This design comes from an exercise in tuning for small area and a short achievable clock period on the open sky130 flow, not from production work.
At most, simulation tests tie the RTL to the original design; equivalence was not proved.
For runs 1 and 2, only the layout was checked, not whether the RTL still works.

==> flow/design.v <==
module mdio_engine (
    input  wire        clk,
    input  wire        rst,           
    input  wire        req_valid,
    input  wire        req_write,     
    input  wire [4:0]  req_phy,
    input  wire [4:0]  req_reg,
    input  wire [15:0] req_wdata,
    input  wire [31:0] tick_freq,     
    input  wire [31:0] now,           
    input  wire        mdio_i,
    output reg         mdc,
    output wire        mdio_o,
    output reg         mdio_oe,
    output reg         resp_valid,
    output wire [1:0]  resp_status,
    output wire [15:0] resp_rdata,
    output reg         rej_valid
);
    localparam [16:0] D         = 17'd78125;
    localparam [15:0] RETRY_SEED = 16'hFFFF;    
    localparam [15:0] RETRY_LAST = 16'h7FFF;    
    reg         busy;
    reg         start;        
    reg  [5:0]  cnt;          
    reg         op_write;
    reg  [25:0] sh;           
    reg         smp;          
    reg  [31:0] t0;
    reg  [15:0] retry;        
    reg  [9:0]  q;
    reg         e;
    reg         timeout;
    assign resp_status = {1'b0, timeout};
    assign resp_rdata  = sh[15:0];
    wire        first = busy & start & ~mdc & (&cnt);
    wire [16:0] dv_r0 = busy ? t0[16:0]  : {1'b0, tick_freq[31:16]};
    wire [4:0]  dv_b  = busy ? t0[21:17] : tick_freq[15:11];
    reg  [16:0] dv_r;
    reg  [17:0] dv_t;
    reg  [4:0]  dv_q;
    integer i;
    always @(*) begin
        dv_r = dv_r0;
        for (i = 4; i >= 0; i = i - 1) begin
            dv_t = {dv_r, dv_b[i]};
            dv_q[i] = (dv_t >= {1'b0, D});
            if (dv_q[i]) dv_t = dv_t - {1'b0, D};
            dv_r = dv_t[16:0];
        end
    end
    wire [10:0] lo_d   = {1'b0, now[9:0]} - {1'b0, t0[9:0]};
    wire        b10    = lo_d[10];
    wire [21:0] a_hi   = now[31:10];
    wire [21:0] b_hi   = ~t0[31:10];
    wire        eq0    = (now[31:10] == t0[31:10]);
    wire [21:0] eq1_v  = (a_hi ^ b_hi) ~^ {a_hi[20:0] | b_hi[20:0], 1'b0};
    wire        eq1    = &eq1_v;
    wire        hi_zero = b10 ? eq1 : eq0;
    wire [10:0] lo_cmp = {1'b0, lo_d[9:0]} + {1'b0, ~q} + {10'd0, e};
    wire        half_done = ~hi_zero | lo_cmp[10];
    wire        last_cell = &cnt;
    wire [4:0]  k = cnt[4:0];
    reg         line_o;
    always @(*) begin
        if (!cnt[5])
            line_o = 1'b1;
        else case (k)
            5'd0:  line_o = 1'b0;
            5'd1:  line_o = 1'b1;
            5'd2:  line_o = ~op_write;
            5'd3:  line_o = op_write;
            5'd14: line_o = 1'b1;
            5'd15: line_o = 1'b0;
            default: line_o = sh[25];
        endcase
    end
    assign mdio_o = line_o;
    wire [5:0]  cnt_n  = cnt + 6'd1;
    wire        oe_n   = ~(~op_write & cnt_n[5] & (cnt_n[4:0] >= 5'd14));
    wire        sh_out = cnt[5] & (((k >= 5'd4) & (k <= 5'd13)) |
                                   (op_write & (k >= 5'd16) & (k != 5'd31)));
    wire        sh_in  = ~op_write & cnt[5] & (k >= 5'd16);
    always @(posedge clk) begin
        smp       <= mdio_i;
        rej_valid <= ~rst & req_valid & busy;
        if (rst) begin
            busy       <= 1'b0;
            mdc        <= 1'b0;
            mdio_oe    <= 1'b0;
            resp_valid <= 1'b0;
        end else begin
            resp_valid <= 1'b0;
            if (!busy) begin
                if (req_valid) begin
                    busy     <= 1'b1;
                    start    <= 1'b1;
                    op_write <= req_write;
                    sh       <= {req_phy, req_reg, req_wdata};
                    cnt      <= 6'h3F;
                    t0       <= {9'd0, |tick_freq[5:0], tick_freq[10:6], dv_r};
                    q[9:5]   <= dv_q;
                end
            end else if (start) begin
                start <= 1'b0;
                t0    <= now;
                if (!mdc) begin
                    cnt     <= cnt_n;
                    mdio_oe <= oe_n;
                    if (sh_out)
                        sh <= {sh[24:0], smp};
                end else if (sh_in) begin
                    sh <= {sh[24:0], smp};
                end
                if (first) begin
                    q[4:0] <= dv_q;
                    e      <= (dv_r == 17'd0) & ~t0[22] & ((|q[9:5]) | (|dv_q));
                end
            end else if (half_done) begin
                start <= 1'b1;
                mdc   <= ~mdc;
                if (mdc && last_cell) begin
                    busy       <= 1'b0;
                    mdio_oe    <= 1'b0;
                    resp_valid <= 1'b1;
                    timeout    <= 1'b0;
                end
            end else if (retry == RETRY_LAST) begin
                busy       <= 1'b0;
                mdc        <= 1'b0;
                mdio_oe    <= 1'b0;
                resp_valid <= 1'b1;
                timeout    <= 1'b1;
            end
        end
    end
    always @(posedge clk)
        retry <= start ? RETRY_SEED
                       : {retry[14:0], retry[15] ^ retry[13] ^ retry[12] ^ retry[10]};
endmodule
==> flow/run.sh <==
#!/bin/bash
# synth_recipe.tcl (not shown) runs the flow's synth.tcl, then flattens the netlist and writes it again
# the make line also repeats each setting of config.mk as NAME=value (left out here)
make -C /OpenROAD-flow-scripts/flow DESIGN_CONFIG=/design/flow/config.mk WORK_HOME=/design/flow/orfs CLKGATE_MAP_FILE= SYNTH_SCRIPT=/design/flow/synth_recipe.tcl finish
==> flow/config.mk <==
export PLATFORM = sky130hd
export DESIGN_NAME = mdio_engine
export DESIGN_NICKNAME = mdio_engine
export VERILOG_FILES = /design/flow/design.v
export SDC_FILE = /design/flow/constraint.sdc
export NUM_CORES = 4
export LEC_CHECK = 0
export CAP_MARGIN = 20
export CORE_MARGIN = 2
export CORE_UTILIZATION = 40
export PLACE_DENSITY = 0.6
export SLEW_MARGIN = 20
==> flow/constraint.sdc <==
create_clock -name core_clock -period 20.0 [get_ports {clk}]
set_input_delay 4.0000 -clock core_clock [delete_from_list [all_inputs] [get_ports {clk}]]
set_output_delay 4.0000 -clock core_clock [all_outputs]
set_load 0.01 [all_outputs]
==> results of run 1 <==
path summary, 6_finish.rpt:
path / startpoint / end / cells past startpoint
worst max-delay path: tick_freq[15] / e / 42
worst min-delay path: retry[6] / retry[7] / 1
worst max register to register: busy / e / 41
worst min register to register: retry[6] / retry[7] / 1
state kept, by name (all words and copies together), names as in the netlist, 6 cells and up:
| signal | cells |
|---|---|
| cnt | 6 |
| q | 10 |
| retry | 16 |
| sh | 26 |
| t0 | 32 |
final cells by class:
type                            count  area share
Timing Repair Buffer              126      0.0970
Inverter                           83      0.0250
Tap cell                          372      0.0365
Clock buffer                        9      0.0177
Multi-Input combinational cell   1036       0.598
Clock inverter                      7     0.00717
Sequential cell                   100       0.219
through the flow:
stage | hold WS (ns) | setup slack, ns | area, µm²
floorplan | 0.414 | 6.21 | 11100
detailed placement | 0.425 | 3.65 | 12400
CTS | 0.450 | 3.97 | 12700
global placement | 0.424 | 4.09 | 12400
finish | 0.441 | 3.69 | 12700
global route | 0.459 | 2.75 | 12700
Yosys cell counts (7+ instances only):
cell / count
mux2i_1: 27
nor4_1: 14
a21o_1: 16
o211ai_1: 18
nor2_1: 101
mux2_2: 44
o21ai_1: 18
buf_4: 24
and2_1: 18
a31oi_1: 12
edfxtp_1: 78
nand3_1: 47
o22ai_1: 11
nand2_1: 83
nor3_1: 27
nor2b_1: 7
and3_1: 14
o31ai_1: 7
o21ai_0: 56
a211oi_1: 13
or3_1: 17
buf_2: 11
a21oi_1: 60
xnor2_1: 66
or2_2: 19
inv_1: 78
o21bai_1: 7
a211o_1: 7
xor2_1: 44
ha_1: 57
nand4_1: 28
dfxtp_1: 22
nand2b_1: 15
clkbuf_1: 16
worst max-delay path, delay by kind of cell:
family | cells | cell delay (ns)
compound gates | 18 | 5.90
simple gates | 8 | 1.96
fa+ha+maj | 5 | 1.66
xor+xnor | 4 | 1.11
mux | 3 | 1.04
buf+inv | 4 | 0.86
metal layers:
metal,up-vias,track usage,wire length [µm]
li1,4913,-,-
met1,4935,0.345,16300
met2,401,0.400,16200
met3,68,0.0295,2280
met4,0,0.0792,1100
met5,-,0,0
logic make-up after synthesis:
kind of cell    count (synthesis)  synth area share
simple gates                  440             0.212
compound gates                347             0.237
buf+inv                       143            0.0612
xor+xnor                      116            0.0978
flops                         100             0.251
mux                            74            0.0739
fa+ha+maj                      58            0.0662
other cells                     1          0.000338
==> run notes, run 1 <==
### Layout
* Storage cell area: 0.00279 mm²
* fin cells: 1733
* Filler Cell Count: 2634
* nets@finish: 1509
* leading cell type in the layout, fill and taps excluded: clkdlybuf4s50_1
* final antenna diode count: 0
* synth-to-layout area growth: 15.0%
* final core occ: 0.470
* combined area of the multi-input logic cells: 0.00762 mm²
* share of layout cells above drive strength 1: 0.120
* commonest cells after routing, fill and taps aside: 116 x clkdlybuf4s50_1, 100 x nor2_1, 83 x nand2_1

### Drt
* Routed WL per cell: 20.7 µm
* DRC errors left: 0
* vias after detailed routing: 10300
* Pre-Repair DR Iteration Count: 8
* vias per cell: 5.95
* 1st-iter DRT viols: 961
* WL final: 35800 µm
* Post-DRT Antenna Nets: 0

### Critical path
* cell type of the slowest stage on the worst timing path: a311oi_2
* CP peak stage delay: 0.86 ns
* critical path startpoint category: input port
* most used cell, CP: ha_1
* critical path data arrival time: 16.54 ns
* kind of end point of the critical path: flip-flop
* largest fanout on the critical path: 25
* kind of critical path: input port to flip-flop
* flop2flop setup slack: 6.94 ns
* required time reported for the critical path endpoint: 20.23 ns

### STA
* unrepaired setup endpoints after global routing: no
* Final Slew Violations: 0
* clock period minus final worst setup slack: 16.31 ns
* Clock Skew: 0.0149 ns
* final-layout setup total negative slack: 0 ns
* total setup violations reported at the end of the flow: 0
* Worst slew margin: 0.274
* period utilisation layout: 0.816
* peak clock frequency supported by timing: 61.3 MHz
* number of hold violations in the final report: 0
* Worst-Margin Slew: 1.09 ns

### Clock tree
* source-to-sink clock delay at the later pin of the worst-skew pair: 0.36 ns
* CTS H-Tree Depth: 3
* CTS Root Cell: clkbuf_16
* CTS max path bufs: 2
* clock-pin slew on the worst setup and hold paths: 0.08 ns
* CTS Buf Count: 9
* CTS sink count: 100
* CTS tree: yes
* post-cts hold buffer count: 0
* # resized after CTS: 0
* Post-CTS Setup Bufs: 0

### Logic synthesis
* number of enable-type register cells in the synthesized netlist: 78
* dominant cells by area after synthesis: edfxtp_1 21%, ha_1 6.4%, xnor2_1 5.2%
* count of warnings emitted by yosys: 1
* dominant register cell in the synthesized netlist: edfxtp_1
* sequential fraction of the synthesis area: 0.251
* proportion of synthesized flip-flops having asynchronous set or reset: 0
* post-synthesis cell type with the largest combined area: edfxtp_1
* area share of the largest cell type after synthesis: 0.211
* net count after synthesis: 1432
* Synth Area per Inst: 8.66 µm²
* combined area of all synthesized cells: 0.0111 mm²
* count of unique library cells instantiated by Yosys: 120
* Cells after Synth: 1279
* number of storage elements in the synthesis netlist: 100

### Global route
* remaining global-route overflow: 0
* maximum number of pins on one net before global-route repair: 52
* vias in the first global route: 9836
* Total GRT Usage: 0.248
* global-route wire length before repair: 55700 µm
* number of antenna violations at the first check in global routing: 1

### Placement
* buffers added on ports: 116
* placed cell count: 1717
* HPWL Detailed: 28800 µm
* placer congestion estimate: 0.976

### Die
* Core Rows: 60
* CORE AREA: 0.0271 mm²
* Top Ports: 118
* overall die height: 170 µm
* die outline area: 0.0290 mm²
* starting density of the core: 0.409
* Die X-Extent: 170 µm

### Worst hold path
* worst hold path type: flip-flop to flip-flop

### Status
* result of the run: complete, no violations

### Flow run
* max-cap violations: 0

==> run 2: changes to the inputs <==
--- a/flow/config.mk
+++ b/flow/config.mk
@@ -6,4 +6,5 @@
 export NUM_CORES = 4
 export LEC_CHECK = 0
+export ABC_AREA = 1
 export CAP_MARGIN = 20
 export CORE_MARGIN = 2
==> run 2 against run 1 <==
Compared with the run above:
- synthesized area rose by 0.75%
- cell count rose by 29%
- sequential share of layout area barely moved
- critical endpoint unchanged
==> run notes, run 2 <==
### Status
* result of the run: complete, no violations

### Logic synthesis
* count of unique library cells instantiated by Yosys: 57
* area share of the largest cell type after synthesis: 0.220
* proportion of synthesized flip-flops having asynchronous set or reset: 0
* leading cell types by count after synthesis: 654 x nand2_1, 215 x inv_1, 158 x nor2_1
* count of warnings emitted by yosys: 1
* post-synthesis cell type with the largest combined area: nand2_1
* combined area of all synthesized cells: 0.0112 mm²
* number of storage elements in the synthesis netlist: 100
* count leader, synth: nand2_1
* Synth Area per Inst: 6.27 µm²
* dominant register cell in the synthesized netlist: edfxtp_1
* net count after synthesis: 1934
* number of enable-type register cells in the synthesized netlist: 78
* sequential fraction of the synthesis area: 0.249
* dominant cells by area after synthesis: nand2_1 22%, edfxtp_1 21%, inv_1 7.2%
* Cells after Synth: 1781

### Layout
* synth-to-layout area growth: 13.9%
* share of layout cells above drive strength 1: 0.0974
* register with the highest flop count: t0
* final antenna diode count: 0
* leading cell type in the layout, fill and taps excluded: nand2_1
* registers with the most flip-flops: t0 x32, sh x26, retry x16
* number of flip-flops in the largest register: 32
* nets@finish: 2006
* commonest cells after routing, fill and taps aside: 654 x nand2_1, 215 x inv_1, 158 x nor2_1
* final core occ: 0.460

### Drt
* WL final: 32700 µm
* Post-DRT Antenna Nets: 0
* vias after detailed routing: 11100
* DRC errors left: 0
* 1st-iter DRT viols: 807
* Routed WL per cell: 14.6 µm
* vias per cell: 4.96
* Pre-Repair DR Iteration Count: 5

### Global route
* global-route wire length before repair: 53000 µm
* maximum number of pins on one net before global-route repair: 91
* M3 GR Usage: 0.0315
* GRT met1 Usage: 0.313
* number of antenna violations at the first check in global routing: 0
* Total GRT Usage: 0.226
* remaining global-route overflow: 0
* vias in the first global route: 10500
* Global Route met2 Usage: 0.369
* busiest layer in global routing: met2

### Die
* Top Ports: 118
* CORE AREA: 0.0276 mm²
* die outline area: 0.0293 mm²
* Core Rows: 61
* Die X-Extent: 171 µm
* starting density of the core: 0.404
* overall die height: 171 µm

### STA
* number of hold violations in the final report: 0
* Worst-Margin Slew: 0.916 ns
* period utilisation layout: 0.608
* setup slack after layout: 7.83 ns
* Clock Skew: 0.0116 ns
* worst hold margin: 0.430 ns
* clock period minus final worst setup slack: 12.17 ns
* peak clock frequency supported by timing: 82.2 MHz
* Final Slew Violations: 0
* Worst slew margin: 0.383
* total setup violations reported at the end of the flow: 0
* unrepaired setup endpoints after global routing: no
* final-layout setup total negative slack: 0 ns

### Clock tree
* CTS sink count: 100
* CTS max path bufs: 2
* CTS Root Cell: clkbuf_16
* CTS H-Tree Depth: 3
* CTS tree: yes
* Post-CTS Setup Bufs: 0
* clock-pin slew on the worst setup and hold paths: 0.08 ns
* post-cts hold buffer count: 0
* CTS Buf Count: 9
* source-to-sink clock delay at the later pin of the worst-skew pair: 0.36 ns
* # resized after CTS: 0

### Critical path
* most used cell, CP: nand2_1
* R2R depth: 50
* required time reported for the critical path endpoint: 20.11 ns
* kind of critical path: input port to flip-flop
* end point of the critical path: e
* largest fanout on the critical path: 28
* kind of end point of the critical path: flip-flop
* launch point of the critical path: tick_freq[15]
* critical path startpoint category: input port
* critical path data arrival time: 12.28 ns
* reg2reg end: e
* worst flop-to-flop path startpoint: busy
* cell type of the slowest stage on the worst timing path: nand4_2
* flop2flop setup slack: 10.70 ns
* CP peak stage delay: 0.54 ns

### Placement
* buffers added on ports: 116
* pre-CTS worst setup slack: 7.55 ns
* placer congestion estimate: 0.962
* HPWL Detailed: 26200 µm

### Worst hold path
* worst hold path type: flip-flop to flip-flop

### Flow run
* max-cap violations: 0

run 2: layer usage:
metal | wire (µm) | vias up
met1 | 15700 | 4974
met3 | 1620 | 50
met2 | 14600 | 309
met5 | 0 | -
li1 | - | 5765
met4 | 771 | 0
run 2: metrics by stage:
step                instances  cell area [µm²]
global route             2236            12700
global placement         2220            12400
CTS                      2236            12700
finish                   2236            12700
detailed placement       2220            12400
floorplan                1781            11200
run 2: how the worst min path moves through the flow:
stage	start	endpoint	slack (ns)	depth (start not counted)
floorplan	retry[3]	retry[4]	0.40	2
CTS	retry[6]	retry[7]	0.43	2
finish	retry[9]	retry[10]	0.43	2
global route	retry[14]	retry[15]	0.46	1
detailed placement	retry[0]	retry[1]	0.41	2
global placement	retry[2]	retry[3]	0.40	2
run 2: worst max-delay path, delay by kind of cell:
family / cells / cell delay, ns
and+or+nand+nor: 36 / 6.01
buffers and inverters: 8 / 1.16
adders and majority gates: 3 / 0.60
AOI/OAI and AO/OA: 2 / 0.50
run 2: final cells by class:
class / instances / area [µm²]
well taps: 378 / 473
inverters: 244 / 921
flip-flops and latches: 100 / 2780
fillers: 2942 / 14900
multi-input cells: 1378 / 7030
clock inverters: 7 / 86.3
repair buffers: 120 / 1190
clock buffers: 9 / 225
run 2: logic make-up after synthesis:
kind of cell               count (synthesis)  synth area share
DFF                                      100             0.249
buffers and inverters                    303             0.121
other                                      1          0.000336
AOI/OAI and AO/OA                        124            0.0641
adders and majority gates                 58            0.0657
and+or+nand+nor                         1143             0.458
xor gates and xnor gates                  52            0.0408
==> run 3: changes to the inputs <==
--- a/flow/design.v
+++ b/flow/design.v
@@ -37,6 +37,20 @@
     wire [16:0] dv_r0 = busy ? t0[16:0]  : {1'b0, tick_freq[31:16]};
     wire [4:0]  dv_b  = busy ? t0[21:17] : tick_freq[15:11];
+    function automatic [17:0] dv_stage(input [17:0] t);
+        reg [18:0] bw;
+        reg [17:0] df;
+        integer j;
+        begin
+            bw[0] = 1'b0;
+            for (j = 0; j < 18; j = j + 1) begin
+                df[j] = t[j] ^ bw[j] ^ (j < 17 ? D[j] : 1'b0);
+                if (j < 17 && D[j]) bw[j+1] = ~t[j] | bw[j];
+                else                bw[j+1] = ~t[j] & bw[j];
+            end
+            dv_stage = bw[18] ? {1'b0, t[16:0]} : {1'b1, df[16:0]};
+        end
+    endfunction
     reg  [16:0] dv_r;
-    reg  [17:0] dv_t;
+    reg  [17:0] dv_s;
     reg  [4:0]  dv_q;
     integer i;
@@ -44,12 +58,23 @@
         dv_r = dv_r0;
         for (i = 4; i >= 0; i = i - 1) begin
-            dv_t = {dv_r, dv_b[i]};
-            dv_q[i] = (dv_t >= {1'b0, D});
-            if (dv_q[i]) dv_t = dv_t - {1'b0, D};
-            dv_r = dv_t[16:0];
+            dv_s    = dv_stage({dv_r, dv_b[i]});
+            dv_q[i] = dv_s[17];
+            dv_r    = dv_s[16:0];
         end
     end
-    wire [10:0] lo_d   = {1'b0, now[9:0]} - {1'b0, t0[9:0]};
-    wire        b10    = lo_d[10];
+    reg  [9:0]  el;
+    reg  [10:0] bl;
+    reg  [10:0] cq;
+    integer m;
+    always @(*) begin
+        bl[0] = 1'b0;
+        cq[0] = e;
+        for (m = 0; m < 10; m = m + 1) begin
+            el[m]   = now[m] ^ t0[m] ^ bl[m];
+            bl[m+1] = (~now[m] & t0[m]) | (~(now[m] ^ t0[m]) & bl[m]);
+            cq[m+1] = (el[m] & ~q[m]) | ((el[m] ^ ~q[m]) & cq[m]);
+        end
+    end
+    wire        b10    = bl[10];
     wire [21:0] a_hi   = now[31:10];
     wire [21:0] b_hi   = ~t0[31:10];
@@ -58,6 +83,5 @@
     wire        eq1    = &eq1_v;
     wire        hi_zero = b10 ? eq1 : eq0;
-    wire [10:0] lo_cmp = {1'b0, lo_d[9:0]} + {1'b0, ~q} + {10'd0, e};
-    wire        half_done = ~hi_zero | lo_cmp[10];
+    wire        half_done = ~hi_zero | cq[10];
     wire        last_cell = &cnt;
     wire [4:0]  k = cnt[4:0];
==> run 3 against run 2 <==
Compared with the run above:
- now fails the layout checks on negative setup slack
- flip-flop and latch count stayed put
- clock-buffer cell count is the same
- global-route usage fell by 1.6 points
- non-clock buffer count increased by 102
- wire length is 34% lower
- utilization is 14 points higher
- synthesized cell count down 45%
- cell area fell by 7.6%
- register-to-register slack got worse by 7.9 ns
- first-iteration DRC count down 64%
- synthesized area down 28%
- largest cell class unchanged
==> run notes, run 3 <==
### Status
* result of the run: finished with violations
* SO Faults: negative setup slack

### STA
* Worst slew margin: 0.505
* number of hold violations in the final report: 0
* worst hold margin: 0.435 ns
* total setup violations reported at the end of the flow: 1
* clock period minus final worst setup slack: 20.06 ns
* Final Slew Violations: 0
* peak clock frequency supported by timing: 49.8 MHz
* Clock Skew: 0.0103 ns
* period utilisation layout: 1.00
* setup slack after layout: -0.0627 ns
* unrepaired setup endpoints after global routing: yes
* Worst-Margin Slew: 0.743 ns

### Global route
* GRT met1 Usage: 0.278
* Total GRT Usage: 0.209
* Global Route met2 Usage: 0.348
* number of antenna violations at the first check in global routing: 0
* global-route wire length before repair: 35700 µm
* busiest layer in global routing: met2
* maximum number of pins on one net before global-route repair: 63
* vias in the first global route: 6939
* remaining global-route overflow: 0
* M3 GR Usage: 0.0448

### Drt
* WL final: 21600 µm
* vias per cell: 4.74
* Routed WL per cell: 15.0 µm
* Post-DRT Antenna Nets: 0
* DRC errors left: 0
* 1st-iter DRT viols: 291
* Pre-Repair DR Iteration Count: 4
* vias after detailed routing: 6842

### Logic synthesis
* proportion of synthesized flip-flops having asynchronous set or reset: 0
* number of storage elements in the synthesis netlist: 100
* dominant register cell in the synthesized netlist: edfxtp_1
* leading cell types by count after synthesis: 307 x nand2_1, 150 x inv_1, 118 x ha_1
* combined area of all synthesized cells: 0.00800 mm²
* area share of the largest cell type after synthesis: 0.293
* count leader, synth: nand2_1
* number of enable-type register cells in the synthesized netlist: 78
* count of warnings emitted by yosys: 1
* Synth Area per Inst: 8.13 µm²
* Cells after Synth: 984
* post-synthesis cell type with the largest combined area: edfxtp_1
* sequential fraction of the synthesis area: 0.348
* count of unique library cells instantiated by Yosys: 41
* net count after synthesis: 1206
* dominant cells by area after synthesis: edfxtp_1 29%, ha_1 18%, nand2_1 14%

### Critical path
* cell type group with the largest total delay on the critical path: adder cells
* critical path startpoint category: input port
* launch point of the critical path: tick_freq[15]
* largest fanout on the critical path: 8
* kind of critical path: input port to flip-flop
* kind of end point of the critical path: flip-flop
* CP peak stage delay: 0.28 ns
* flop2flop setup slack: 2.85 ns
* cell type of the slowest stage on the worst timing path: mux2i_4
* required time reported for the critical path endpoint: 20.22 ns
* worst flop-to-flop path startpoint: busy
* R2R depth: 146
* critical path data arrival time: 20.28 ns
* reg2reg end: e
* buffer and inverter count on the worst path: 48
* most used cell, CP: ha_4

### Layout
* leading cell type in the layout, fill and taps excluded: nand2_1
* final core occ: 0.602
* register with the highest flop count: t0
* commonest cells after routing, fill and taps aside: 284 x nand2_1, 113 x clkdlybuf4s50_1, 104 x inv_1
* registers with the most flip-flops: t0 x32, sh x26, retry x16
* final antenna diode count: 0
* synth-to-layout area growth: 46.8%
* nets@finish: 1394
* number of flip-flops in the largest register: 32
* share of layout cells above drive strength 1: 0.294

### Clock tree
* CTS Root Cell: clkbuf_16
* source-to-sink clock delay at the later pin of the worst-skew pair: 0.36 ns
* CTS sink count: 100
* CTS max path bufs: 2
* CTS Buf Count: 9
* post-cts hold buffer count: 0
* CTS tree: yes
* CTS H-Tree Depth: 3
* clock-pin slew on the worst setup and hold paths: 0.08 ns

### Worst hold path
* number of instances on the worst hold path: 2
* worst hold path type: flip-flop to flip-flop
* hold path endpoint: retry[3]
* startpoint of the most critical hold path: retry[2]

### Flow run
* max-cap violations: 0

### Die
* Top Ports: 118
* Die X-Extent: 145 µm
* die outline area: 0.0211 mm²
* Core Rows: 51
* CORE AREA: 0.0195 mm²
* overall die height: 145 µm
* starting density of the core: 0.410

### Placement
* placer congestion estimate: 0.867
* buffers added on ports: 116
* HPWL Detailed: 15700 µm
* pre-CTS worst setup slack: -2.91 ns

## run 3: cell count changes in the layout (fill, tap and decap cells not counted), sizes merged, moves of 16 or more
cell   change
a21oi     -27
buf      +103
ha        +61
inv       -86
mux2i     +27
nand2    -405
nand3    -140
nor2     -157
or2       +16
xor2      -36
## run 3: worst max path at each step
stage | end | slack [ns] | cells after the start
floorplan | e | -1.18 | 150
global placement | e | -2.70 | 146
detailed placement | e | -2.91 | 146
CTS | e | -0.13 | 147
global route | e | -0.73 | 146
finish | e | -0.06 | 147
## run 3: metal layers
layer  up-vias  share of wire
met5         -              0
met4         0          0.021
met3        26          0.053
met2       144           0.47
met1      3130           0.46
li1       3542              -
## run 3: area by class of cell
type / count / area (µm²)
timing repair inverter: 1 / 8.76
clock buffer: 9 / 225
multi-input combinational: 683 / 5630
fill: 1712 / 7780
sequential: 100 / 2790
clock inverter: 7 / 83.8
tap: 265 / 332
inverter: 155 / 652
timing repair buffer: 222 / 2030
## run 3: cells by family (layout without fill, tap and decap cells)
| kind of cell | count (synthesis) | count (layout) | share of synthesized area |
|---|---|---|---|
| DFF | 100 | 100 | 0.348 |
| AOI/OAI and AO/OA | 85 | 85 | 0.0593 |
| buffers and inverters | 201 | 394 | 0.108 |
| xor gates and xnor gates | 14 | 14 | 0.0153 |
| adders and majority gates | 127 | 127 | 0.207 |
| muxes | 27 | 27 | 0.0338 |
| other | 1 | 1 | 0.000469 |
| and+or+nand+nor | 429 | 429 | 0.229 |
## run 3: stage by stage
stage | setup TNS, ns | instances | instance area, µm²
floorplan | -21.37 | 984 | 8160
global placement | -50.63 | 1409 | 10000
detailed placement | -54.79 | 1409 | 10000
CTS | -0.220 | 1434 | 11500
global route | -11.72 | 1442 | 11700
finish | -0.0627 | 1442 | 11700
## run 3: timing repair
action	4_1_cts	5_1_grt
pin swaps	48	23
resized for setup	219	71
endpoints found under the setup margin	20	20
gates cloned	1	1
buffers inserted	9	7
## run 3: worst min-delay path, delay by kind of cell, from the launching register on
kind,cells,cell delay (ns)
buf+inv,1,0.05
flops,1,0.31
simple gates,1,0.05

static timing again, ports no longer ideal:
In the flow no input, the clock included, has a driving cell. The finished layouts below were timed again as built, in two steps. Step 1 sets driving cells, clkbuf_16 on the clock port and buf_2 on the other inputs (assumed; they add their load-dependent delay and slew). Step 2 adds t to the input delays and takes it off the output delays; t is the mean of the earliest and latest rising clock arrival at the registers after step 1. Input paths then give back, and output paths get back, about the clock's delay inside the block. a / b / c = ideal ports / drivers / drivers and shift; a / b = the first two.
run | shift t [ns] | slack for setup (ns) | worst register clock-pin slew, ns
run 1 | 0.395 | 3.688 / 3.707 / 3.313 | 0.08 / 0.08
run 2 | 0.394 | 7.832 / 7.836 / 7.442 | 0.08 / 0.08
run 3 | 0.401 | -0.063 / -0.073 / -0.474 | 0.08 / 0.08
The setup slack of run 3, which loses most, moves by -0.010 ns with the drivers and by -0.411 ns with both steps.
